This is an optimization exercise on Yosys and OpenROAD, whose aim is small area, a short achievable clock period and few clock cycles per item, not a production implementation.
Function was checked by simulation only, so behaviour that the tests miss may differ from the original.

## run A
Design wrs_fmd, start of the top module:
module wrs_fmd (
    input  wire               clk,
    input  wire               rst,         
    input  wire               cfg_valid,
    input  wire        [15:0] cfg_gain,    
    input  wire               in_valid,
    output wire               in_ready,
    input  wire signed [15:0] in_i,
    input  wire signed [15:0] in_q,
    output wire               out_valid,
    input  wire               out_ready,
    output wire signed [15:0] out_y        
);
clock: 11.0 ns
lec_check: 0
abc_area: 1
cap_margin: 20
core_margin: 2
core_utilization: 40
place_density: 0.6
slew_margin: 20
standard.sh (not shown) runs the stock make flow with config.mk's settings and CLKGATE_MAP_FILE= SYNTH_SCRIPT=/design/flow/synth_recipe.tcl, a recipe that flattens the netlist after the stock synthesis.
==> flow/flow/run.sh <==
#!/bin/bash
# The standard layout (standard synthesis unchanged), with setup repair
# aiming further below the clock period.  make's output goes to
# standard.log; each ORFS step keeps its own log under orfs/logs/.
bash standard.sh SETUP_SLACK_MARGIN=6.5 finish > standard.log 2>&1
Run A ran to completion and came out clean on the timing, DRC and antenna checks.
Testbench counts of run A, summed over its fixed seeds: cycles 4,264, items 4,096.
Setup changes, run A to run B
# run A
export LEC_CHECK = 0
export ABC_AREA = 1
export CAP_MARGIN = 20
export CORE_MARGIN = 2
export CORE_UTILIZATION = 40
export PLACE_DENSITY = 0.6
export SLEW_MARGIN = 20
create_clock -name core_clock -period 11.0 [get_ports {clk}]
# run B
export LEC_CHECK = 0
export CAP_MARGIN = 20
export CORE_MARGIN = 2
export CORE_UTILIZATION = 40
export CTS_CLUSTER_DIAMETER = 100
export CTS_CLUSTER_SIZE = 22
export PLACE_DENSITY = 0.6
export SLEW_MARGIN = 20
create_clock -name core_clock -period 11.0 [get_ports {clk}]
==> flow/flow/run.sh <==
#!/bin/bash
# The standard layout (standard synthesis unchanged), with setup repair
# aiming further below the clock period.  make's output goes to
# standard.log; each ORFS step keeps its own log under orfs/logs/.
bash standard.sh SETUP_SLACK_MARGIN=6.75 finish > standard.log 2>&1
--- outcome ---
Run B went all the way through the flow, and no timing, DRC or antenna check failed. Relative to run A, area growth from synthesis to final layout has decreased by 0.32 points in run B. Compared with run A, in run B instance count of the mapped netlist has decreased; worst setup slack after placement has increased; multi-input logic area has increased.
#### Input delta (run C over run B)
# run B
export LEC_CHECK = 0
export CAP_MARGIN = 20
export CORE_MARGIN = 2
export CORE_UTILIZATION = 40
export CTS_CLUSTER_DIAMETER = 100
export CTS_CLUSTER_SIZE = 22
export PLACE_DENSITY = 0.6
export SLEW_MARGIN = 20
create_clock -name core_clock -period 11.0 [get_ports {clk}]
# run C
export LEC_CHECK = 0
export CAP_MARGIN = 20
export CORE_MARGIN = 2
export CORE_UTILIZATION = 40
export PLACE_DENSITY = 0.6
export SLEW_MARGIN = 20
create_clock -name core_clock -period 11.0 [get_ports {clk}]
==> flow/flow/run.sh <==
#!/bin/bash
# The standard layout (standard synthesis unchanged), with setup repair
# aiming further below the clock period.  make's output goes to
# standard.log; each ORFS step keeps its own log under orfs/logs/.
bash standard.sh SETUP_SLACK_MARGIN=6.5 finish > standard.log 2>&1
==> comparison <==
The average wire per standard cell in run C sits 0.55 um below the value recorded for run B. For CTS buffer count, dividing the value from run C by the value from run B gives 1.9. In terms of final cell count, run B and run C differ only marginally.
> inputs changed (run C -> run D)
# run C
export LEC_CHECK = 0
export CAP_MARGIN = 20
export CORE_MARGIN = 2
export CORE_UTILIZATION = 40
export PLACE_DENSITY = 0.6
export SLEW_MARGIN = 20
create_clock -name core_clock -period 11.0 [get_ports {clk}]
# run D
export LEC_CHECK = 0
export CAP_MARGIN = 20
export CORE_MARGIN = 2
export CORE_UTILIZATION = 40
export CTS_CLUSTER_DIAMETER = 100
export CTS_CLUSTER_SIZE = 22
export PLACE_DENSITY = 0.6
export SLEW_MARGIN = 20
create_clock -name core_clock -period 11.0 [get_ports {clk}]
==> run notes <==
Wire length of the first global-routing pass: run C and run D compared, higher one is run C. Cell area | run D vs run C | run D smaller. When the final numbers for run C and run D were put side by side, the global-route usage turned out to be greater in run C. Run D vs. run C: minimum clock period went down by 33 ps. Area overhead of the layout relative to synthesis (run D over run C): decrease, 2.6 points. Required time of the worst setup path | run D above run C. The higher period utilization came out of run C. Run D vs. run C: final worst slack shows an increase of 33 ps; clock-buffer cell count shows a reduction of 105.
Modified inputs, run E compared to run D
# run D
export LEC_CHECK = 0
export CAP_MARGIN = 20
export CORE_MARGIN = 2
export CORE_UTILIZATION = 40
export CTS_CLUSTER_DIAMETER = 100
export CTS_CLUSTER_SIZE = 22
export PLACE_DENSITY = 0.6
export SLEW_MARGIN = 20
create_clock -name core_clock -period 11.0 [get_ports {clk}]
# run E
export LEC_CHECK = 0
export CAP_MARGIN = 20
export CORE_MARGIN = 2
export CORE_UTILIZATION = 40
export PLACE_DENSITY = 0.6
export SLEW_MARGIN = 20
create_clock -name core_clock -period 11.0 [get_ports {clk}]
==> flow/flow/run.sh <==
#!/bin/bash
# The standard layout (standard synthesis unchanged), with setup repair
# aiming further below the clock period.  make's output goes to
# standard.log; each ORFS step keeps its own log under orfs/logs/.
bash standard.sh SETUP_SLACK_MARGIN=7.0 finish > standard.log 2>&1
--- outcome ---
Run E ran to completion and came out clean on the timing, DRC and antenna checks. On smallest setup slack after layout, run E does better than run D. Count of mapped cells out of synthesis came out exactly the same in run D and run E. The final reports for run E and run D show transition time at the pin with the least slew margin lower in the former. Run E against run D; maximum frequency is up slightly. Diff run D -> run E: routed metal-1 wire length saw an increase; via count went up. Average wire per cell in the routed design for run E is higher than for run D. Relative to run D, the number of nets at the end of the flow of run E is higher by 377. Between run E and run D, it is run E whose share of cell area taken by flip-flops and latches is lower, by 2.1 points.

[afterwards: timing with drivers on the ports]
The results above use ideal ports. As a check the final layouts listed here were re-extracted and re-timed, cells and wires unchanged.
Step 1 sets driving cells, clkbuf_16 on the clock port and buf_2 on the other inputs (assumed; they add their load-dependent delay and slew).
Step 2 moves the port delays by t, midway between the first and last clock arrival at a register: inputs arrive t later, outputs are due t later. That takes back most of the time a late clock gives input paths.
a / b / c = ideal / step 1 / step 2; a / b = the first two.
| run | t, ns | setup WS [ns] | hold WS [ns] | worst setup path at the end | cell pins on the clock port's net |
|---|---|---|---|---|---|
| run A | 0.927 | 6.411 / 6.411 / 6.102 | 0.391 / 0.391 / 0.391 | input to register | 1 |
| run B | 0.950 | 6.399 / 6.399 / 6.306 | 0.401 / 0.401 / 0.401 | input to register | 1 |
| run C | 0.939 | 6.422 / 6.422 / 6.355 | 0.358 / 0.358 / 0.358 | input to register | 1 |
| run D | 0.946 | 6.455 / 6.455 / 6.320 | 0.396 / 0.396 / 0.396 | input to register | 1 |
| run E | 0.938 | 6.477 / 6.477 / 6.301 | 0.362 / 0.362 / 0.362 | input to register | 1 |
After both steps setup and hold are still met in every run listed. The setup slack of run A, which loses most, moves by 0.000 ns with the drivers and by -0.309 ns with both steps.
